This is an optimization exercise on Yosys and OpenROAD, whose aim is small area, a short achievable clock period and few clock cycles, not a production implementation. No functional check of the RTL was part of any run shown here.

--- design/flow/flow/run.sh ---
#!/bin/bash
# Standard layout, with the resizer free to change a cell's footprint and a
# tighter timing-repair target (setup slack to reach at the design's period).
set -euo pipefail
bash standard.sh MATCH_CELL_FOOTPRINT=0 SETUP_SLACK_MARGIN=8 finish > standard_flow.log 2>&1
--- design/flow/standard.sh ---
#!/bin/bash
# synth_recipe.tcl (not shown) runs the flow's synth.tcl, then flattens the netlist and writes it again
# the make line also repeats each setting of config.mk as NAME=value (left out here)
make -C /OpenROAD-flow-scripts/flow DESIGN_CONFIG=/design/flow/config.mk WORK_HOME=/design/flow/orfs CLKGATE_MAP_FILE= SYNTH_SCRIPT=/design/flow/synth_recipe.tcl "${@:-finish}"
--- design/flow/constraint.sdc ---
create_clock -name core_clock -period 12.0 [get_ports {clk}]
set_input_delay 2.4000 -clock core_clock [delete_from_list [all_inputs] [get_ports {clk}]]
set_output_delay 2.4000 -clock core_clock [all_outputs]
set_load 0.01 [all_outputs]
--- design/flow/design.v ---
module pdm_decim (
    input  wire        clk,
    input  wire        rst,         
    input  wire [2:0]  cfg_ratio,   
    input  wire [1:0]  cfg_nch,     
    input  wire        cfg_bord,    
    input  wire [7:0]  cfg_gain,    
    input  wire        in_valid,
    output reg         in_ready,
    input  wire [7:0]  in_data,
    output reg         out_valid,
    input  wire        out_ready,
    output reg  [15:0] out_data,
    output reg  [1:0]  out_chan
);
    function [47:0] csa;
        input [23:0] a, b, c;
        csa = {{(a[22:0] & b[22:0]) | (a[22:0] & c[22:0]) | (b[22:0] & c[22:0]), 1'b0},
               a ^ b ^ c};
    endfunction
    function [51:0] csa26;
        input [25:0] a, b, c;
        csa26 = {{(a[24:0] & b[24:0]) | (a[24:0] & c[24:0]) | (b[24:0] & c[24:0]), 1'b0},
                 a ^ b ^ c};
    endfunction
    reg [2:0] c_ratio;
    reg [1:0] c_nch;
    reg       c_bord;
    reg [7:0] c_gain;
    always @(posedge clk) begin
        c_ratio <= cfg_ratio;
        c_nch   <= cfg_nch;
        c_bord  <= cfg_bord;
        c_gain  <= cfg_gain;
    end
    reg [4:0]  k_g;       
    reg [2:0]  k_a;       
    reg [1:0]  k_dv;      
    reg [14:0] k_r2;      
    reg [21:0] k_c0;      
    reg [21:0] k_c1;      
    reg [21:0] k_c2;      
    always @(*) begin
        case (c_ratio)
            3'd0: begin k_g = 5'd2;  k_a = 3'd4; k_dv = 2'd0; k_r2 = 15'd256;
                        k_c0 = -22'd408;    k_c1 = -22'd1768;   k_c2 = -22'd2048;    end
            3'd1: begin k_g = 5'd3;  k_a = 3'd3; k_dv = 2'd1; k_r2 = 15'd576;
                        k_c0 = -22'd1300;   k_c1 = -22'd5900;   k_c2 = -22'd6912;    end
            3'd2: begin k_g = 5'd4;  k_a = 3'd5; k_dv = 2'd0; k_r2 = 15'd1024;
                        k_c0 = -22'd2992;   k_c1 = -22'd13904;  k_c2 = -22'd16384;   end
            3'd3: begin k_g = 5'd6;  k_a = 3'd4; k_dv = 2'd1; k_r2 = 15'd2304;
                        k_c0 = -22'd9800;   k_c1 = -22'd46648;  k_c2 = -22'd55296;   end
            3'd4: begin k_g = 5'd8;  k_a = 3'd6; k_dv = 2'd0; k_r2 = 15'd4096;
                        k_c0 = -22'd22880;  k_c1 = -22'd110240; k_c2 = -22'd131072;  end
            3'd6: begin k_g = 5'd16; k_a = 3'd7; k_dv = 2'd0; k_r2 = 15'd16384;
                        k_c0 = -22'd178880; k_c1 = -22'd877888; k_c2 = -22'd1048576; end
            default: begin k_g = 5'd10; k_a = 3'd4; k_dv = 2'd2; k_r2 = 15'd6400;
                        k_c0 = -22'd44280;  k_c1 = -22'd214920; k_c2 = -22'd256000;  end
        endcase
    end
    wire       k_casc = (c_ratio == 3'd7);
    wire [3:0] k_gm1  = k_g[3:0] - 4'd1;
    wire [6:0] k_d    = (k_dv == 2'd2) ? 7'd125 : (k_dv == 2'd1) ? 7'd27 : 7'd1;
    wire [8:0] gain_b = {c_gain[7], c_gain} + 9'd132;           
    wire [5:0] gain_q = gain_b / 9'd6;                           
    wire signed [7:0] sh_c = 8'sd31 - $signed({2'b00, gain_q})
                             + $signed({4'b0000, k_a, 1'b0}) + $signed({5'b00000, k_a});
    reg [5:0] q_sh;
    always @(posedge clk)
        q_sh <= sh_c[7] ? 6'd0 : (sh_c > 8'sd47) ? 6'd47 : sh_c[5:0];
    reg frz;                  
    reg [1:0] ocnt;           
    reg [15:0] sk_data;
    reg [1:0]  sk_chan;
    reg [7:0] a_byte;
    reg       a_v;
    always @(posedge clk) begin
        if (rst) begin
            a_v <= 1'b0;
        end else if (!frz) begin
            a_v    <= in_valid & in_ready;
            a_byte <= c_bord ? in_data : {in_data[0], in_data[1], in_data[2], in_data[3],
                                          in_data[4], in_data[5], in_data[6], in_data[7]};
        end
    end
    reg [1:0] a_ch;
    reg [3:0] a_b;
    reg       a_k0;           
    wire adv_a    = a_v & ~frz;
    wire a_chlast = (a_ch == c_nch);
    wire a_blast  = (a_b == k_gm1);
    always @(posedge clk) begin
        if (rst) begin
            a_ch <= 2'd0;
            a_b  <= 4'd0;
            a_k0 <= 1'b1;
        end else if (adv_a) begin
            a_ch <= a_chlast ? 2'd0 : a_ch + 2'd1;
            if (a_chlast) a_b <= a_blast ? 4'd0 : a_b + 4'd1;
            if (a_chlast & a_blast) a_k0 <= 1'b0;
        end
    end
    wire [7:0] x = a_byte;
    wire [47:0] pa = csa({23'd0, x[0]}, {23'd0, x[1]}, {23'd0, x[2]});
    wire [47:0] pb = csa({23'd0, x[3]}, {23'd0, x[4]}, {23'd0, x[5]});
    wire [47:0] pc = csa(pa[23:0], pa[47:24], pb[23:0]);
    wire [47:0] pd = csa(pb[47:24], {23'd0, x[6]}, {23'd0, x[7]});
    wire [47:0] pe = csa(pc[23:0], pc[47:24], pd[23:0]);
    wire [47:0] pf = csa(pe[23:0], pe[47:24], pd[47:24]);
    wire [3:0]  p0_c = pf[3:0] + pf[27:24];
    wire [47:0] qa = csa({23'd0, x[1]}, {22'd0, x[2], 1'b0}, {22'd0, x[3], x[3]});
    wire [47:0] qb = csa({21'd0, x[4], 2'b0}, {21'd0, x[5], 1'b0, x[5]}, {21'd0, x[6], x[6], 1'b0});
    wire [47:0] qc = csa(qa[23:0], qa[47:24], qb[23:0]);
    wire [47:0] qd = csa(qc[23:0], qc[47:24], qb[47:24]);
    wire [47:0] qe = csa(qd[23:0], qd[47:24], {21'd0, x[7], x[7], x[7]});
    wire [4:0]  p1_c = qe[4:0] + qe[28:24];
    wire [47:0] ra = csa({23'd0, x[2]}, {22'd0, x[3], x[3]}, {21'd0, x[4], x[4], 1'b0});
    wire [47:0] rb = csa({20'd0, x[5], 1'b0, x[5], 1'b0}, {20'd0, x[6], x[6], x[6], x[6]},
                         {19'd0, x[7], 1'b0, x[7], 1'b0, x[7]});
    wire [47:0] rc = csa(ra[23:0], ra[47:24], rb[23:0]);
    wire [47:0] rd = csa(rc[23:0], rc[47:24], rb[47:24]);
    wire [5:0]  p2_c = rd[5:0] + rd[29:24];
    wire [4:0]  bB     = k_g - {1'b0, a_b};                     
    wire [13:0] al0_c  = {bB, 5'd0} * bB + {bB, 2'd0};           
    wire [12:0] al2_c  = {a_b, 5'd0} * a_b - {a_b, 2'd0};        
    wire [47:0] al1s   = csa({9'd0, k_r2}, ~{10'd0, al0_c}, ~{11'd0, al2_c});
    wire [13:0] al1_c  = al1s[13:0] + al1s[37:24] + 14'd2;       
    reg        b1_v, b1_last, b1_m01, b1_m2;
    reg [1:0]  b1_ch;
    reg [3:0]  b1_p0;
    reg [4:0]  b1_p1;
    reg [5:0]  b1_p2;
    reg [3:0]  b1_b;
    reg [13:0] b1_al0, b1_al1;
    reg [12:0] b1_al2;
    always @(posedge clk) begin
        if (rst) begin
            b1_v <= 1'b0;
        end else if (!frz) begin
            b1_v    <= a_v;
            b1_last <= a_blast;
            b1_m01  <= a_k0 & (a_b == 4'd0);
            b1_m2   <= (a_b == 4'd0);
            b1_ch   <= a_ch;
            b1_p0   <= p0_c;
            b1_p1   <= p1_c;
            b1_p2   <= p2_c;
            b1_b    <= a_b;
            b1_al0  <= al0_c;
            b1_al1  <= al1_c;
            b1_al2  <= al2_c;
        end
    end
    function [71:0] alrows;
        input [13:0] al;
        input [3:0]  p;
        alrows = {p[3] ? {7'd0, al, 3'd0} : p[2] ? {8'd0, al, 2'd0} : 24'd0,
                  p[1] ? {9'd0, al, 1'b0} : 24'd0,
                  p[0] ? {10'd0, al} : 24'd0};
    endfunction
    wire [71:0] ra0 = alrows(b1_al0, b1_p0);
    wire [71:0] ra1 = alrows(b1_al1, b1_p0);
    wire [71:0] ra2 = alrows({1'b0, b1_al2}, b1_p0);
    wire [23:0] vr0 = b1_b[0] ? {16'd0, b1_p1, 3'd0} : 24'd0;
    wire [23:0] vr1 = b1_b[1] ? {15'd0, b1_p1, 4'd0} : 24'd0;
    wire [23:0] vr2 = b1_b[2] ? {14'd0, b1_p1, 5'd0} : 24'd0;
    wire [23:0] vr3 = b1_b[3] ? {13'd0, b1_p1, 6'd0} : 24'd0;
    wire [47:0] va  = csa(vr0, vr1, vr2);
    wire [47:0] vb  = csa(va[23:0], va[47:24], vr3);
    wire [23:0] vs  = vb[23:0];
    wire [23:0] vc  = vb[47:24];
    reg [2:0] k_g1, k_g2;
    reg       k_g2e;
    always @(*) begin
        case (c_ratio)
            3'd0: begin k_g1 = 3'd1; k_g2 = 3'd0; k_g2e = 1'b0; end    
            3'd1: begin k_g1 = 3'd1; k_g2 = 3'd0; k_g2e = 1'b1; end    
            3'd2: begin k_g1 = 3'd2; k_g2 = 3'd0; k_g2e = 1'b0; end    
            3'd3: begin k_g1 = 3'd2; k_g2 = 3'd1; k_g2e = 1'b1; end    
            3'd4: begin k_g1 = 3'd3; k_g2 = 3'd0; k_g2e = 1'b0; end    
            3'd6: begin k_g1 = 3'd4; k_g2 = 3'd0; k_g2e = 1'b0; end    
            default: begin k_g1 = 3'd3; k_g2 = 3'd1; k_g2e = 1'b1; end  
        endcase
    end
    wire [23:0] gr1 = {16'd0, b1_p1, 3'd0} << k_g1;
    wire [23:0] gr2 = k_g2e ? ({16'd0, b1_p1, 3'd0} << k_g2) : 24'd0;
    wire [23:0] p2r = {18'd0, b1_p2};
    wire [47:0] e2a = csa(ra2[23:0], ra2[47:24], ra2[71:48]);
    wire [47:0] e2b = csa(vs, vc, p2r);
    wire [47:0] e2c = csa(e2a[23:0], e2a[47:24], e2b[23:0]);
    wire [47:0] e2d = csa(e2c[23:0], e2c[47:24], e2b[47:24]);
    wire [47:0] e2e = csa(e2d[23:0], e2d[47:24], b1_last ? {2'd0, k_c2} : 24'd0);
    wire [21:0] d2_c = e2e[21:0] + e2e[45:24];
    wire [47:0] e0a = csa(ra0[23:0], ra0[47:24], ra0[71:48]);
    wire [47:0] e0b = csa(vs, vc, p2r);
    wire [47:0] e0c = csa(~gr1, ~gr2, 24'd2);
    wire [47:0] e0d = csa(e0a[23:0], e0a[47:24], e0b[23:0]);
    wire [47:0] e0e = csa(e0b[47:24], e0c[23:0], e0c[47:24]);
    wire [47:0] e0f = csa(e0d[23:0], e0d[47:24], e0e[23:0]);
    wire [47:0] e0g = csa(e0f[23:0], e0f[47:24], e0e[47:24]);
    wire [15:0] d0_c = e0g[15:0] + e0g[39:24];
    wire [47:0] e1a = csa(ra1[23:0], ra1[47:24], ra1[71:48]);
    wire [47:0] e1b = csa(~{vs[22:0], 1'b0}, ~{vc[22:0], 1'b0}, ~{p2r[22:0], 1'b0});
    wire [47:0] e1c = csa(gr1, gr2, 24'd3);
    wire [47:0] e1d = csa(e1a[23:0], e1a[47:24], e1b[23:0]);
    wire [47:0] e1e = csa(e1b[47:24], e1c[23:0], e1c[47:24]);
    wire [47:0] e1f = csa(e1d[23:0], e1d[47:24], e1e[23:0]);
    wire [47:0] e1g = csa(e1f[23:0], e1f[47:24], e1e[47:24]);
    wire [16:0] d1_c = e1g[16:0] + e1g[40:24];
    reg        b2_v, b2_last, b2_m01, b2_m2;
    reg [1:0]  b2_ch;
    reg [15:0] b2_d0;
    reg [16:0] b2_d1;
    reg [21:0] b2_d2;
    always @(posedge clk) begin
        if (rst) begin
            b2_v <= 1'b0;
        end else if (!frz) begin
            b2_v    <= b1_v;
            b2_last <= b1_last;
            b2_m01  <= b1_m01;
            b2_m2   <= b1_m2;
            b2_ch   <= b1_ch;
            b2_d0   <= d0_c;
            b2_d1   <= d1_c;
            b2_d2   <= d2_c;
        end
    end
    reg [21:0] acc0 [0:3];
    reg [21:0] acc1 [0:3];
    reg [18:0] acc2 [0:3];
    wire [21:0] r0 = b2_m01 ? k_c0 : acc0[b2_ch];
    wire [21:0] r1 = b2_m01 ? k_c1 : acc1[b2_ch];
    wire [18:0] r2 = b2_m2  ? 19'd0 : acc2[b2_ch];
    wire [21:0] s0 = r0 + {6'd0, b2_d0};
    wire [21:0] s1 = r1 + {5'd0, b2_d1};
    wire [21:0] s2 = {3'd0, r2} + b2_d2;
    wire wr_c = b2_v & ~frz;
    always @(posedge clk) begin
        if (wr_c) begin
            acc0[b2_ch] <= b2_last ? s1 : s0;
            acc1[b2_ch] <= b2_last ? s2 : s1;
            if (!b2_last) acc2[b2_ch] <= s2[18:0];
        end
    end
    reg [21:0] c_y;
    reg        c_v;
    always @(posedge clk) begin
        if (rst) begin
            c_v <= 1'b0;
        end else if (!frz) begin
            c_v <= b2_v & b2_last;
            c_y <= s0;
        end
    end
    reg [21:0] fir1 [0:3];
    reg [21:0] fir2 [0:3];
    reg [1:0]  d_ch;
    reg [1:0]  d_k;           
    wire signed [21:0] f1r = (d_k == 2'd0) ? 22'sd0 : $signed(fir1[d_ch]);
    wire signed [21:0] f2r = (d_k != 2'd2) ? 22'sd0 : $signed(fir2[d_ch]);
    wire [25:0] f1x = {{4{f1r[21]}}, f1r};
    wire [25:0] f2x = {{4{f2r[21]}}, f2r};
    wire [25:0] cyx = {{4{c_y[21]}}, c_y};
    wire [51:0] na  = csa26({f1x[22:0], 3'd0}, {f1x[24:0], 1'b0}, ~f2x);
    wire [51:0] nb  = csa26(na[25:0], na[51:26], ~cyx);
    wire [24:0] np_c = nb[24:0] + nb[50:26] + 25'd2;
    wire [23:0] m_c = np_c[23:0] ^ {24{np_c[24]}};      
    wire adv_d = c_v & ~frz;
    always @(posedge clk) begin
        if (adv_d) begin
            fir1[d_ch] <= c_y;
            fir2[d_ch] <= f1r;
        end
        if (rst) begin
            d_ch <= 2'd0;
            d_k  <= 2'd0;
        end else if (adv_d) begin
            d_ch <= (d_ch == c_nch) ? 2'd0 : d_ch + 2'd1;
            if (d_ch == c_nch && d_k != 2'd2) d_k <= d_k + 2'd1;
        end
    end
    reg [23:0] d_m;
    reg        d_ng, d_v;
    always @(posedge clk) begin
        if (rst) begin
            d_v <= 1'b0;
        end else if (!frz) begin
            d_v  <= c_v;
            d_m  <= m_c;
            d_ng <= np_c[24];
        end
    end
    wire [23:0] e_mag = d_m + {23'd0, d_ng};
    wire [46:0] xw = {e_mag, 23'd0} >> q_sh;
    reg  [23:0] hi_mask;
    integer hm;
    always @(*) begin
        for (hm = 0; hm < 24; hm = hm + 1)
            hi_mask[hm] = (hm >= q_sh);
    end
    wire ovf_c = |(e_mag & hi_mask);
    reg [22:0] e_x;
    reg        e_ovf, e_ng, e_v;
    always @(posedge clk) begin
        if (rst) begin
            e_v <= 1'b0;
        end else if (!frz) begin
            e_v   <= d_v;
            e_x   <= xw[22:0];
            e_ovf <= ovf_c;
            e_ng  <= d_ng;
        end
    end
    wire [6:0]  xb0 = e_x[6:0];
    wire [6:0]  xb1 = e_x[13:7];
    wire [6:0]  xb2 = e_x[20:14];
    wire [1:0]  xb3 = e_x[22:21];
    wire [8:0]  xa0 = e_x[8:0];
    wire [8:0]  xa1 = e_x[17:9];
    wire [4:0]  xa2 = e_x[22:18];
    wire        d125 = (k_dv == 2'd2);
    wire        d27  = (k_dv == 2'd1);
    wire [23:0] t27r0   = xb3[0] ? 24'd27 : 24'd0;
    wire [23:0] t27r1   = xb3[1] ? 24'd54 : 24'd0;
    wire [23:0] t167r0  = xb3[0] ? 24'd16777 : 24'd0;
    wire [23:0] t167r1  = xb3[1] ? 24'd33554 : 24'd0;
    wire [23:0] t97r0   = xa2[0] ? 24'd9709 : 24'd0;
    wire [23:0] t97r1   = xa2[1] ? 24'd19418 : 24'd0;
    wire [23:0] t97r2   = xa2[2] ? 24'd38836 : 24'd0;
    wire [23:0] fr0 = d125 ? {17'd0, xb0} : d27 ? {15'd0, xa0} : 24'd0;
    wire [23:0] fr1 = d125 ? {17'd0, xb1} : d27 ? {15'd0, ~xa1} : 24'd0;
    wire [23:0] fr2 = d125 ? {16'd0, xb1, 1'b0} : d27 ? {19'd0, xa2} : 24'd0;
    wire [23:0] fr3 = d125 ? {17'd0, xb2} : d27 ? 24'd2 : 24'd0;
    wire [23:0] fr4 = d125 ? {14'd0, xb2, 3'd0} : 24'd0;
    wire [23:0] fr5 = d125 ? t27r0 : 24'd0;
    wire [23:0] fr6 = d125 ? t27r1 : 24'd0;
    wire [47:0] fa  = csa(fr0, fr1, fr2);
    wire [47:0] fb  = csa(fr3, fr4, fr5);
    wire [47:0] fc  = csa(fa[23:0], fa[47:24], fb[23:0]);
    wire [47:0] fe  = csa(fb[47:24], fr6, fc[23:0]);
    wire [47:0] fd  = csa(fc[47:24], fe[23:0], fe[47:24]);
    wire [10:0] f_c = fd[10:0] + fd[34:24];
    wire [23:0] zr0 = d125 ? {17'd0, xb1} : d27 ? {11'd0, xa1, 4'd0} : {8'd0, e_x[15:0]};
    wire [23:0] zr1 = d125 ? {17'd0, xb2} : d27 ? {14'd0, xa1, 1'b0} : 24'd0;
    wire [23:0] zr2 = d125 ? {16'd0, xb2, 1'b0} : d27 ? {15'd0, xa1} : 24'd0;
    wire [23:0] zr3 = d125 ? {10'd0, xb2, 7'd0} : d27 ? t97r0 : 24'd0;
    wire [23:0] zr4 = d125 ? t167r0 : d27 ? t97r1 : 24'd1;
    wire [23:0] zr5 = d125 ? t167r1 : d27 ? t97r2 : 24'd0;
    wire [23:0] zr6 = d125 ? 24'd1 : d27 ? {5'd0, -19'd18} : 24'd0;
    wire [47:0] za  = csa(zr0, zr1, zr2);
    wire [47:0] zb  = csa(zr3, zr4, zr5);
    wire [47:0] zc  = csa(za[23:0], za[47:24], zb[23:0]);
    wire [47:0] ze  = csa(zb[47:24], zr6, zc[23:0]);
    wire [47:0] zd  = csa(zc[47:24], ze[23:0], ze[47:24]);
    wire [18:0] z_c = zd[18:0] + zd[42:24];
    wire        s_c = e_ovf | (~d125 & ~d27 & (e_x[22:16] != 7'd0)) | (d27 & (e_x[22:21] != 2'd0));
    reg [10:0] v1_f;
    reg [18:0] v1_z;
    reg        v1_sat, v1_ng, v1_v;
    always @(posedge clk) begin
        if (rst) begin
            v1_v <= 1'b0;
        end else if (!frz) begin
            v1_v   <= e_v;
            v1_f   <= f_c;
            v1_z   <= z_c;
            v1_sat <= s_c;
            v1_ng  <= e_ng;
        end
    end
    wire [5:0]  fq   = (k_dv == 2'd2) ? {2'b00, v1_f[10:7]} : (k_dv == 2'd1) ? v1_f[10:5] : 6'd0;
    wire [7:0]  wr0  = (k_dv == 2'd2) ? {1'b0, v1_f[6:0]} : {3'd0, v1_f[4:0]};
    wire [7:0]  wr1  = (k_dv == 2'd2) ? {4'd0, v1_f[10:7]} : {2'd0, v1_f[10:5]};
    wire [7:0]  wr2  = (k_dv == 2'd2) ? {3'd0, v1_f[10:7], 1'b0} : {v1_f[10:5], 2'd0};
    wire [47:0] wa   = csa({16'd0, wr0}, {16'd0, wr1}, {16'd0, wr2});
    wire [7:0]  w_c  = wa[7:0] + wa[31:24];
    wire [18:0] z2_c = v1_z + {13'd0, fq};
    reg [7:0]  v2_w;
    reg [18:0] v2_z;
    reg        v2_sat, v2_ng, v2_v;
    always @(posedge clk) begin
        if (rst) begin
            v2_v <= 1'b0;
        end else if (!frz) begin
            v2_v   <= v1_v;
            v2_w   <= w_c;
            v2_z   <= z2_c;
            v2_sat <= v1_sat;
            v2_ng  <= v1_ng;
        end
    end
    wire [5:0] w5   = {3'd0, v2_w[7:5]} + {1'b0, v2_w[7:5], 2'd0};    
    wire [5:0] wp   = {1'b0, v2_w[4:0]} + w5;
    wire [2:0] c27  = v2_w[7:5] + {2'b00, wp >= 6'd27} + {2'b00, wp >= 6'd54};
    wire [2:0] cc   = (k_dv == 2'd2) ? {2'b00, v2_w >= 8'd125} : (k_dv == 2'd1) ? c27 : 3'd0;
    wire [18:0] zp  = v2_z + {16'd0, cc};                
    wire [18:0] zn  = ~v2_z + 19'd2 - {16'd0, cc};       
    wire        t_sat = v2_sat | (zp[18:16] != 3'd0);
    wire        t_ng  = v2_ng;
    wire [15:0] p_c   = t_sat ? (t_ng ? 16'h8000 : 16'h7fff) : (t_ng ? zn[16:1] : zp[16:1]);
    wire        p_v   = v2_v;
    reg signed [15:0] g_p;
    reg               g_v;
    always @(posedge clk) begin
        if (rst) begin
            g_v <= 1'b0;
        end else if (!frz) begin
            g_v <= p_v & k_casc;
            g_p <= p_c;
        end
    end
    reg [21:0] hb_u [0:3];
    reg [20:0] hb_v [0:3];
    reg [15:0] hb_w [0:3];
    reg [1:0]  h_ch;
    reg [1:0]  h_n;           
    reg        h_odd;
    wire signed [21:0] hu = (h_n != 2'd2) ? 22'sd0 : $signed(hb_u[h_ch]);
    wire signed [20:0] hv = (h_n == 2'd0) ? 21'sd0 : $signed(hb_v[h_ch]);
    wire signed [15:0] hw = (h_n != 2'd2) ? 16'sd0 : $signed(hb_w[h_ch]);
    wire [23:0] gx  = {{8{g_p[15]}}, g_p};
    wire [23:0] hvx = {{3{hv[20]}}, hv};
    wire [23:0] hwx = {{8{hw[15]}}, hw};
    wire signed [21:0] hy = hu - g_p;
    wire [47:0] hua = csa(hvx, {gx[20:0], 3'd0}, gx);
    wire [21:0] hu_n = hua[21:0] + hua[45:24];
    wire [47:0] hva = csa(h_odd ? {gx[20:0], 3'd0} : hvx, h_odd ? gx : {gx[19:0], 4'd0},
                          h_odd ? ~hwx : 24'd0);
    wire [20:0] hv_n = hva[20:0] + hva[44:24] + {20'd0, h_odd};
    wire adv_h = g_v & ~frz;
    always @(posedge clk) begin
        if (adv_h) begin
            hb_v[h_ch] <= hv_n;
            if (h_odd) begin
                hb_u[h_ch] <= hu_n;
                hb_w[h_ch] <= g_p;
            end
        end
        if (rst) begin
            h_ch  <= 2'd0;
            h_n   <= 2'd0;
            h_odd <= 1'b0;
        end else if (adv_h) begin
            if (h_ch == c_nch) begin
                h_ch  <= 2'd0;
                h_odd <= ~h_odd;
                if (h_n != 2'd2) h_n <= h_n + 2'd1;
            end else begin
                h_ch <= h_ch + 2'd1;
            end
        end
    end
    reg signed [21:0] h_y;
    reg               h_v;
    reg [1:0]         h_c;
    always @(posedge clk) begin
        if (rst) begin
            h_v <= 1'b0;
        end else if (!frz) begin
            h_v <= g_v & h_odd;
            h_y <= hy;
            h_c <= h_ch;
        end
    end
    wire signed [21:0] hr  = (h_y + (h_y[21] ? 22'sd15 : 22'sd16)) >>> 5;
    wire [15:0] h_res = (hr > 22'sd32767) ? 16'h7fff :
                        (hr < -22'sd32768) ? 16'h8000 : hr[15:0];
    reg [1:0] o_ch;           
    wire        r_v  = k_casc ? h_v : p_v;
    wire [15:0] r_d  = k_casc ? h_res : p_c;
    wire [1:0]  r_c  = k_casc ? h_c : o_ch;
    wire push = r_v & ~frz;
    wire pop  = out_valid & out_ready;
    wire [1:0] ocnt_nx = ocnt + {1'b0, push} - {1'b0, pop};
    always @(posedge clk) begin
        if (rst) begin
            ocnt      <= 2'd0;
            out_valid <= 1'b0;
            frz       <= 1'b0;
            in_ready  <= 1'b0;
            o_ch      <= 2'd0;
        end else begin
            ocnt      <= ocnt_nx;
            out_valid <= (ocnt_nx != 2'd0);
            frz       <= (ocnt_nx == 2'd2);
            in_ready  <= (ocnt_nx != 2'd2);
            if (push & ~k_casc) o_ch <= (o_ch == c_nch) ? 2'd0 : o_ch + 2'd1;
        end
        if (ocnt == 2'd0 || (ocnt == 2'd1 && pop)) begin
            if (push) begin
                out_data <= r_d;
                out_chan <= r_c;
            end
        end else if (ocnt == 2'd2 && pop) begin
            out_data <= sk_data;
            out_chan <= sk_chan;
        end
        if (push && ocnt == 2'd1 && !pop) begin
            sk_data <= r_d;
            sk_chan <= r_c;
        end
    end
endmodule
--- design/flow/config.mk ---
export PLATFORM = sky130hd
export DESIGN_NAME = pdm_decim
export DESIGN_NICKNAME = pdm_decim
export VERILOG_FILES = /design/flow/design.v
export SDC_FILE = /design/flow/constraint.sdc
export NUM_CORES = 4
export LEC_CHECK = 0
export CAP_MARGIN = 20
export CORE_MARGIN = 2
export CORE_UTILIZATION = 40
export PLACE_DENSITY = 0.6
export SLEW_MARGIN = 20
==> results.cfg, run 1 <==
[synthesis]
synthTopCellsByArea = edfxtp_1 44%, fa_1 9.8%, ha_1 8.9%
yosysWarnings = 1
synth.top_cell.area_share = 0.440
synthTopCellsByCount = 995 x edfxtp_1, 688 x inv_1, 482 x ha_1, 339 x nand2_1, 332 x fa_1
synth_mux_area_frac = 0.0766
yosysSeqAreaShare = 0.457
synth_simple_gate_area_frac = 0.0954
async_reset_ff_frac = 0
synth-adder-area-share = 0.187
syn_area_per_cell_um2 = 12.1
ys_types = 94
synth_compound_area_frac = 0.0844
synth_seq_cells = 1053
yosysMostFrequentCell = edfxtp_1
synth_top_family_by_area = adder cells
synth-xor-area-share = 0.0499
synth-edff-count = 995
ys.flop_type = edfxtp_1
syn_area_mm2 = 0.0679
synth_cells = 5630
yosys.area.top_type = edfxtp_1

[sta]
skew_ns = 0.0978
worst_slack_ns = 5.65
rsz0062_at_grt = yes
fmax_mhz = 158
maxSlewHeadroom = 0.300
setup_viol = 0
finalMaxSlewViolations = 0
hold_viol_final = 0
setup-tns-final_ns = 0
worstMarginPinSlew_ns = 1.05
period_share = 0.529
min_period_ns = 6.35

[setup_path]
cp.depth = 31
cpLargestDelayFamily = adder cells
path_max_fanout = 3
worst-path-buf-inv = 8
crit_path_top_delay_cell = fa_1
end_kind = flip-flop
slowest_delay_ns = 0.55
arrival_ns = 6.85
crit_path_frequent_cell = ha_4
crit_required_ns = 12.50
worstSetupPathType = reg -> reg
start_kind = flip-flop
reg2reg_depth = 31

[clock_tree]
cts_root_buffer = clkbuf_16
cts_tree = done
numCtsBuffers = 112
hold_buffers = 0
clock-sinks = 1053
clk_latency_ns = 0.78
cts-htree-levels = 3
clkTransAtPathRegs_ns = 0.06
cts_buffer_depth = 3

[finish]
n_antenna_cell = 0
drive_above_1_share = 0.255
multiInputGateArea_mm2 = 0.0379
nets = 6918
fillCellCount = 14600
regArea_mm2 = 0.0311
area_delta_synth_final_pct = 23.1
finalNonFillerCells = 8393

[grt]
grt.total_usage = 0.193
grt-ovfl-total = 0
grt_max_degree = 83
grt_pass1_wl_mm = 261
grt_pass1_vias = 45200
antenna_found_initial = 0

[drt]
drt_iter0_drc = 2886
viasPerCell = 5.28
wl_per_cell_um = 20.4
wl_met3_mm = 6.35
drc = 0
wl_met2_mm = 87.2
ant_nets = 0
via_count = 44300
routed.top_layer = met4
first_pass_iters = 7
drt-met1-wl_mm = 71.8
wirelength_mm = 171

[die]
die_height_um = 416
dieArea_mm2 = 0.173
die_w_um = 416
initial_utilization = 0.402
core_area_mm2 = 0.169
boundaryPins = 46
rows = 151

[place]
routabilityCongestion = 0.892
place_inst = 7774
dp_hpwl_mm = 113
place_ws_ns = 4.72
portBuffers = 44

[min_path]
hold_path_class = reg -> reg
whs_path_depth = 0

[job]
maxCapViolCount = 0

[run_status]
status = finished clean
-- area by class of cell --
type / count / share of cell area
timing repair inverter: 3 / 0.000404
clock inverter: 83 / 0.0103
timing repair buffer: 504 / 0.0624
sequential: 1053 / 0.372
multi-input combinational: 3711 / 0.454
clock buffer: 128 / 0.0350
tap: 2218 / 0.0332
inverter: 693 / 0.0328
-- registers in the layout, indices dropped and copies added (netlist names), 19 cells and up, named ones only --
signal and flops:
hb_v 84, fir2 88, e_x 23, acc2 76, fir1 88, hb_w 64, c_y 22, hb_u 88
v2_z 19, h_y 22, b2_d2 20, v1_z 19, acc0 88, acc1 88, d_m 24
-- metrics by stage --
step           utilization  hold WS [ns]  cell area, um2
6_report             0.494         0.419           83600
2_1_floorplan            -         0.400           69300
5_1_grt              0.494         0.437           83600
3_5_place_dp         0.426         0.405           72000
3_3_place_gp         0.426         0.407           72000
4_1_cts              0.477         0.419           80700
-- final timing paths --
kind	startpoint	end	slack, ns
min reg2reg	e_ng	v1_ng	0.42
min	e_ng	v1_ng	0.42
max	c_ratio[2]	b1_al1[13]	5.65
max reg2reg	c_ratio[2]	b1_al1[13]	5.65
-- cells in the final DEF (no fill, tap or decap), types with 88 or more instances in the layout --
cell / n
edfxtp_1: 995
mux4_2: 144
nand2_1: 299
and2_1: 152
o21ai_0: 106
ha_4: 88
clkbuf_16: 130
inv_1: 641
fa_1: 306
nor2b_1: 104
a21oi_1: 151
nor2_1: 259
mux2i_1: 105
ha_1: 375
buf_4: 303
xnor2_1: 210
-- routing by layer --
metal	vias to the layer above	global-route usage
met5	-	0
li1	20900	-
met1	22400	0.244
met4	0	0.0595
met3	256	0.0247
met2	818	0.344
-- logic make-up after synthesis --
kind of cell | count (synthesis)
flip-flops | 1053
AND/OR/NAND/NOR | 1313
AO/OA/AOI/OAI | 866
adder cells (fa/ha/maj) | 817
multiplexers | 331
XOR/XNOR | 370
other | 2
buffers and inverters | 878
-- what timing repair did --
item | in CTS | in global routing
buffers inserted | 239 | 145
resized for setup | 542 | 355
cloned | 22 | 1
endpoints found under the hold margin | 0 | 0
pin swaps | 227 | 271
endpoints found under the setup margin | 664 | 291
==> run 2: changes to the inputs <==
--- a/design/flow/design.v
+++ b/design/flow/design.v
@@ -87,4 +87,5 @@
     reg [3:0] a_b;
     reg       a_k0;           
+    reg [4:0] a_bb;           
     wire adv_a    = a_v & ~frz;
     wire a_chlast = (a_ch == c_nch);
@@ -100,4 +101,8 @@
             if (a_chlast & a_blast) a_k0 <= 1'b0;
         end
+        if (rst | (adv_a & a_chlast & a_blast) | (~(adv_a & a_chlast) & (a_b == 4'd0)))
+            a_bb <= k_g;
+        else if (adv_a & a_chlast)
+            a_bb <= a_bb - 5'd1;
     end
     wire [7:0] x = a_byte;
@@ -121,6 +126,5 @@
     wire [47:0] rd = csa(rc[23:0], rc[47:24], rb[47:24]);
     wire [5:0]  p2_c = rd[5:0] + rd[29:24];
-    wire [4:0]  bB     = k_g - {1'b0, a_b};                     
-    wire [13:0] al0_c  = {bB, 5'd0} * bB + {bB, 2'd0};           
+    wire [13:0] al0_c  = {a_bb, 5'd0} * a_bb + {a_bb, 2'd0};     
     wire [12:0] al2_c  = {a_b, 5'd0} * a_b - {a_b, 2'd0};        
     wire [47:0] al1s   = csa({9'd0, k_r2}, ~{10'd0, al0_c}, ~{11'd0, al2_c});
@@ -255,28 +259,26 @@
     end
     reg [21:0] fir1 [0:3];
-    reg [21:0] fir2 [0:3];
+    reg [24:0] firp [0:3];
     reg [1:0]  d_ch;
-    reg [1:0]  d_k;           
-    wire signed [21:0] f1r = (d_k == 2'd0) ? 22'sd0 : $signed(fir1[d_ch]);
-    wire signed [21:0] f2r = (d_k != 2'd2) ? 22'sd0 : $signed(fir2[d_ch]);
-    wire [25:0] f1x = {{4{f1r[21]}}, f1r};
-    wire [25:0] f2x = {{4{f2r[21]}}, f2r};
-    wire [25:0] cyx = {{4{c_y[21]}}, c_y};
-    wire [51:0] na  = csa26({f1x[22:0], 3'd0}, {f1x[24:0], 1'b0}, ~f2x);
-    wire [51:0] nb  = csa26(na[25:0], na[51:26], ~cyx);
-    wire [24:0] np_c = nb[24:0] + nb[50:26] + 25'd2;
-    wire [23:0] m_c = np_c[23:0] ^ {24{np_c[24]}};      
+    reg        d_k0;          
+    wire [21:0] f1r = d_k0 ? 22'd0 : fir1[d_ch];
+    wire [24:0] fpr = d_k0 ? 25'd0 : firp[d_ch];
+    wire [24:0] cyx = {{3{c_y[21]}}, c_y};
+    wire [24:0] np_c = fpr + ~cyx + 25'd1;                   
+    wire [23:0] m_c  = np_c[23:0] ^ {24{np_c[24]}};          
+    wire [51:0] fpa  = csa26({cyx, 3'd0}, {cyx, 1'b0}, ~{{4{f1r[21]}}, f1r});
+    wire [24:0] pn_c = fpa[24:0] + fpa[50:26] + 25'd1;         
     wire adv_d = c_v & ~frz;
     always @(posedge clk) begin
         if (adv_d) begin
             fir1[d_ch] <= c_y;
-            fir2[d_ch] <= f1r;
+            firp[d_ch] <= pn_c;
         end
         if (rst) begin
             d_ch <= 2'd0;
-            d_k  <= 2'd0;
+            d_k0 <= 1'b1;
         end else if (adv_d) begin
             d_ch <= (d_ch == c_nch) ? 2'd0 : d_ch + 2'd1;
-            if (d_ch == c_nch && d_k != 2'd2) d_k <= d_k + 2'd1;
+            if (d_ch == c_nch) d_k0 <= 1'b0;
         end
     end
@@ -322,11 +324,11 @@
     wire        d125 = (k_dv == 2'd2);
     wire        d27  = (k_dv == 2'd1);
-    wire [23:0] t27r0   = xb3[0] ? 24'd27 : 24'd0;
-    wire [23:0] t27r1   = xb3[1] ? 24'd54 : 24'd0;
-    wire [23:0] t167r0  = xb3[0] ? 24'd16777 : 24'd0;
-    wire [23:0] t167r1  = xb3[1] ? 24'd33554 : 24'd0;
-    wire [23:0] t97r0   = xa2[0] ? 24'd9709 : 24'd0;
-    wire [23:0] t97r1   = xa2[1] ? 24'd19418 : 24'd0;
-    wire [23:0] t97r2   = xa2[2] ? 24'd38836 : 24'd0;
+    wire [6:0]  t27    = (xb3 == 2'd3) ? 7'd81 : (xb3 == 2'd2) ? 7'd54 : (xb3 == 2'd1) ? 7'd27 : 7'd0;
+    wire [15:0] t16777 = (xb3 == 2'd3) ? 16'd50331 : (xb3 == 2'd2) ? 16'd33554 :
+                         (xb3 == 2'd1) ? 16'd16777 : 16'd0;
+    wire [18:0] t9709  = (xa2[2:0] == 3'd0) ? -19'd18     : (xa2[2:0] == 3'd1) ? 19'd9691  :
+                         (xa2[2:0] == 3'd2) ? 19'd19400   : (xa2[2:0] == 3'd3) ? 19'd29109 :
+                         (xa2[2:0] == 3'd4) ? 19'd38818   : (xa2[2:0] == 3'd5) ? 19'd48527 :
+                         (xa2[2:0] == 3'd6) ? 19'd58236   : 19'd67945;    
     wire [23:0] fr0 = d125 ? {17'd0, xb0} : d27 ? {15'd0, xa0} : 24'd0;
     wire [23:0] fr1 = d125 ? {17'd0, xb1} : d27 ? {15'd0, ~xa1} : 24'd0;
@@ -334,24 +336,16 @@
     wire [23:0] fr3 = d125 ? {17'd0, xb2} : d27 ? 24'd2 : 24'd0;
     wire [23:0] fr4 = d125 ? {14'd0, xb2, 3'd0} : 24'd0;
-    wire [23:0] fr5 = d125 ? t27r0 : 24'd0;
-    wire [23:0] fr6 = d125 ? t27r1 : 24'd0;
+    wire [23:0] fr5 = d125 ? {17'd0, t27} : 24'd0;
     wire [47:0] fa  = csa(fr0, fr1, fr2);
     wire [47:0] fb  = csa(fr3, fr4, fr5);
     wire [47:0] fc  = csa(fa[23:0], fa[47:24], fb[23:0]);
-    wire [47:0] fe  = csa(fb[47:24], fr6, fc[23:0]);
-    wire [47:0] fd  = csa(fc[47:24], fe[23:0], fe[47:24]);
+    wire [47:0] fd  = csa(fc[23:0], fc[47:24], fb[47:24]);
     wire [10:0] f_c = fd[10:0] + fd[34:24];
-    wire [23:0] zr0 = d125 ? {17'd0, xb1} : d27 ? {11'd0, xa1, 4'd0} : {8'd0, e_x[15:0]};
-    wire [23:0] zr1 = d125 ? {17'd0, xb2} : d27 ? {14'd0, xa1, 1'b0} : 24'd0;
-    wire [23:0] zr2 = d125 ? {16'd0, xb2, 1'b0} : d27 ? {15'd0, xa1} : 24'd0;
-    wire [23:0] zr3 = d125 ? {10'd0, xb2, 7'd0} : d27 ? t97r0 : 24'd0;
-    wire [23:0] zr4 = d125 ? t167r0 : d27 ? t97r1 : 24'd1;
-    wire [23:0] zr5 = d125 ? t167r1 : d27 ? t97r2 : 24'd0;
-    wire [23:0] zr6 = d125 ? 24'd1 : d27 ? {5'd0, -19'd18} : 24'd0;
+    wire [23:0] zr0 = d125 ? {10'd0, xb2, xb1} : d27 ? {11'd0, xa1, 4'd0} : {8'd0, e_x[15:0]};
+    wire [23:0] zr1 = d125 ? {17'd0, xb2} : d27 ? {14'd0, xa1, 1'b0} : 24'd1;
+    wire [23:0] zr2 = d125 ? {16'd0, xb2, 1'b1} : d27 ? {15'd0, xa1} : 24'd0;
+    wire [23:0] zr3 = d125 ? {8'd0, t16777} : d27 ? {5'd0, t9709} : 24'd0;
     wire [47:0] za  = csa(zr0, zr1, zr2);
-    wire [47:0] zb  = csa(zr3, zr4, zr5);
-    wire [47:0] zc  = csa(za[23:0], za[47:24], zb[23:0]);
-    wire [47:0] ze  = csa(zb[47:24], zr6, zc[23:0]);
-    wire [47:0] zd  = csa(zc[47:24], ze[23:0], ze[47:24]);
+    wire [47:0] zd  = csa(za[23:0], za[47:24], zr3);
     wire [18:0] z_c = zd[18:0] + zd[42:24];
     wire        s_c = e_ovf | (~d125 & ~d27 & (e_x[22:16] != 7'd0)) | (d27 & (e_x[22:21] != 2'd0));
@@ -376,6 +370,10 @@
     wire [47:0] wa   = csa({16'd0, wr0}, {16'd0, wr1}, {16'd0, wr2});
     wire [7:0]  w_c  = wa[7:0] + wa[31:24];
+    wire [5:0]  w5c  = {3'd0, w_c[7:5]} + {1'b0, w_c[7:5], 2'd0};    
+    wire [5:0]  wpc  = {1'b0, w_c[4:0]} + w5c;
+    wire [2:0]  c27c = w_c[7:5] + {2'b00, wpc >= 6'd27} + {2'b00, wpc >= 6'd54};
+    wire [2:0]  cc_c = (k_dv == 2'd2) ? {2'b00, w_c >= 8'd125} : (k_dv == 2'd1) ? c27c : 3'd0;
     wire [18:0] z2_c = v1_z + {13'd0, fq};
-    reg [7:0]  v2_w;
+    reg [2:0]  v2_c;
     reg [18:0] v2_z;
     reg        v2_sat, v2_ng, v2_v;
@@ -385,5 +383,5 @@
         end else if (!frz) begin
             v2_v   <= v1_v;
-            v2_w   <= w_c;
+            v2_c   <= cc_c;
             v2_z   <= z2_c;
             v2_sat <= v1_sat;
@@ -391,8 +389,5 @@
         end
     end
-    wire [5:0] w5   = {3'd0, v2_w[7:5]} + {1'b0, v2_w[7:5], 2'd0};    
-    wire [5:0] wp   = {1'b0, v2_w[4:0]} + w5;
-    wire [2:0] c27  = v2_w[7:5] + {2'b00, wp >= 6'd27} + {2'b00, wp >= 6'd54};
-    wire [2:0] cc   = (k_dv == 2'd2) ? {2'b00, v2_w >= 8'd125} : (k_dv == 2'd1) ? c27 : 3'd0;
+    wire [2:0] cc   = v2_c;
     wire [18:0] zp  = v2_z + {16'd0, cc};                
     wire [18:0] zn  = ~v2_z + 19'd2 - {16'd0, cc};       
==> design/flow/run.sh (new file) <==
#!/bin/bash
# synth_recipe.tcl (not shown) runs the flow's synth.tcl, then flattens the netlist and writes it again
# the make line also repeats each setting of config.mk as NAME=value (left out here)
make -C /OpenROAD-flow-scripts/flow DESIGN_CONFIG=/design/flow/config.mk WORK_HOME=/design/flow/orfs CLKGATE_MAP_FILE= SYNTH_SCRIPT=/design/flow/synth_recipe.tcl finish
--- a/design/flow/config.mk
+++ b/design/flow/config.mk
@@ -6,7 +6,9 @@
 export NUM_CORES = 4
 export LEC_CHECK = 0
+export ABC_CLOCK_PERIOD_IN_PS = 3500
 export CAP_MARGIN = 20
 export CORE_MARGIN = 2
 export CORE_UTILIZATION = 40
 export PLACE_DENSITY = 0.6
+export SETUP_SLACK_MARGIN = 5
 export SLEW_MARGIN = 20
removed: design/flow/flow/run.sh
removed: design/flow/standard.sh
==> results.cfg, run 2 <==
[run_status]
status = finished clean

[sta]
period_share = 0.553
fmax_mhz = 151
finalMaxSlewViolations = 0
skew_ns = 0.0990
rsz0062_at_grt = no
worstMarginPinSlew_ns = 1.17
setup_viol = 0
maxSlewHeadroom = 0.220
hold_viol_final = 0
setup-tns-final_ns = 0
min_period_ns = 6.63

[setup_path]
start_kind = flip-flop
cp-startpoint = b1_p1[3]
arrival_ns = 7.15
worstSetupPathType = reg -> reg
reg2reg_from = b1_p1[3]
crit_required_ns = 12.52
path_max_fanout = 11
end_kind = flip-flop

[min_path]
hp-start = e_ng
hold_path_class = reg -> reg

[finish]
n_antenna_cell = 0
nets = 6473
area_delta_synth_final_pct = 10.0
finish.utilization = 0.443
fillCellCount = 15500
final_cell_mix = 1007 x edfxtp_1, 609 x inv_1, 468 x ha_1
final_common_cell = edfxtp_1
drive_above_1_share = 0.0993
largest-register = firp
largest_reg_flops = 100

[die]
die_w_um = 417
die_height_um = 417
boundaryPins = 46
initial_utilization = 0.403
rows = 151
dieArea_mm2 = 0.174
core_area_mm2 = 0.169

[drt]
viasPerCell = 5.35
wl_per_cell_um = 19.9
ant_nets = 0
drc = 0
via_count = 42900
first_pass_iters = 5
wirelength_mm = 159
drt_iter0_drc = 2663

[grt]
grt.total_usage = 0.184
antenna_found_initial = 1
grt-ovfl-total = 0
grt_pass1_vias = 43800
grt_max_degree = 172
grt_pass1_wl_mm = 250

[clock_tree]
clkTransAtPathRegs_ns = 0.06
clock-sinks = 1064
cts_buffer_depth = 3
numCtsBuffers = 117
cts_setup_buffers = 0
cts_root_buffer = clkbuf_16
clk_latency_ns = 0.79
hold_buffers = 0
cts_tree = done
cts-htree-levels = 3

[synthesis]
synth-edff-count = 1007
ys_types = 119
yosysSeqAreaShare = 0.460
synthTopCellsByCount = 1007 x edfxtp_1, 611 x inv_1, 468 x ha_1, 359 x nand2_1, 282 x fa_1
yosys.area.top_type = edfxtp_1
ys.flop_type = edfxtp_1
yosysMostFrequentCell = edfxtp_1
synth_seq_cells = 1064
yosysWarnings = 1
syn_area_per_cell_um2 = 12.0
synth_cells = 5663
async_reset_ff_frac = 0
syn_area_mm2 = 0.0682
synth.top_cell.area_share = 0.443
synthTopCellsByArea = edfxtp_1 44%, ha_1 8.6%, fa_1 8.3%

[job]
maxCapViolCount = 0

[place]
routabilityCongestion = 0.884
dp_hpwl_mm = 116
portBuffers = 44
[run 2: changes by cell type in the layout (fill, tap and decap cells not counted), moves of 37 or more]
cell / before / now
a21oi_1: 151 / 238
a21oi_2: 62 / 2
and2_1: 152 / 197
buf_4: 303 / 58
buf_6: 87 / 2
ha_1: 375 / 468
ha_4: 88 / 0
mux2i_1: 105 / 68
nand2_1: 299 / 359
o21ai_0: 106 / 214
xnor2_1: 210 / 280
xnor2_2: 52 / 0
[run 2: cell type report]
cell class / instances / area [um2] / area share
Clock inverter: 75 / 873 / 0.0116
Sequential cell: 1064 / 31400 / 0.418
Timing Repair Buffer: 106 / 941 / 0.0125
Clock buffer: 145 / 3060 / 0.0408
Tap cell: 2218 / 2780 / 0.0370
Multi-Input combinational cell: 3794 / 33700 / 0.449
Inverter: 614 / 2310 / 0.0308
[run 2: per-stage QoR]
step,cells,setup slack (ns),hold WS (ns),area [um2]
2_1_floorplan,5673,4.52,0.400,68300
3_3_place_gp,7795,5.19,0.409,71100
3_5_place_dp,7795,5.23,0.405,71100
4_1_cts,8015,5.18,0.420,75000
5_1_grt,8016,5.04,0.436,75000
6_report,8016,5.37,0.420,75000
[run 2: logic make-up after synthesis]
| family | Yosys count | synth area share |
|---|---|---|
| AND/OR/NAND/NOR | 1312 | 0.0963 |
| flip-flops | 1064 | 0.460 |
| AO/OA/AOI/OAI | 1018 | 0.0991 |
| buffers and inverters | 815 | 0.0476 |
| adder cells (fa/ha/maj) | 752 | 0.169 |
| XOR/XNOR | 394 | 0.0509 |
| multiplexers | 306 | 0.0769 |
| other | 2 | 0.000110 |
[run 2: path summary, 6_finish.rpt]
path / to / slack (ns) / depth (start not counted)
worst max-delay path: b2_d2[18] / 5.37 / 19
worst min-delay path: v1_ng / 0.42 / 0
worst max register to register: b2_d2[18] / 5.37 / 19
worst min register to register: v1_ng / 0.42 / 0
[run 2: worst max-delay path: stages (launching register included)]
cell       delay, ns
edfxtp_1        0.56
and2_1          0.24
fa_1            0.51
fa_1            0.49
ha_1            0.40
inv_1           0.15
fa_1            0.55
inv_1           0.05
fa_1            0.48
ha_1            0.36
ha_1            0.28
a21o_1          0.17
a21oi_1         0.21
o21bai_1        0.09
a21oi_1         0.23
o21ai_0         0.24
a2111oi_0       0.66
o31ai_1         0.16
a21oi_1         0.42
xor2_1          0.12
[run 2: routing by layer]
layer | share of wire | track usage
met3 | 0.034 | 0.0192
met5 | 0 | 0
met1 | 0.41 | 0.224
met2 | 0.52 | 0.337
met4 | 0.030 | 0.0607
[run 2: what timing repair did]
item                       CTS  global route
setup endpoints to repair    0             5
hold endpoints to repair     0             0
resized for setup            0             3

-- port drivers added, routing unchanged --
The flow's constraints put no driver on any port. The routed layouts listed below were extracted and timed again, unchanged, in two steps. Step 1 sets driving cells, clkbuf_16 on the clock port and buf_2 on the other inputs (assumed; they add their load-dependent delay and slew). Step 2 also shifts input and output timing later by t, the mid clock arrival at the registers, as if the neighbouring blocks saw the same clock. Three values: ideal ports, drivers, drivers and shift; two values: the first two.
run | t, ns | slack for setup (ns) | worst hold slack (ns)
run 1 | 0.801 | 5.652 / 5.652 / 5.652 | 0.419 / 0.419 / 0.419
run 2 | 0.823 | 5.366 / 5.366 / 5.366 | 0.420 / 0.420 / 0.420
After both steps setup and hold are still met in every run listed.
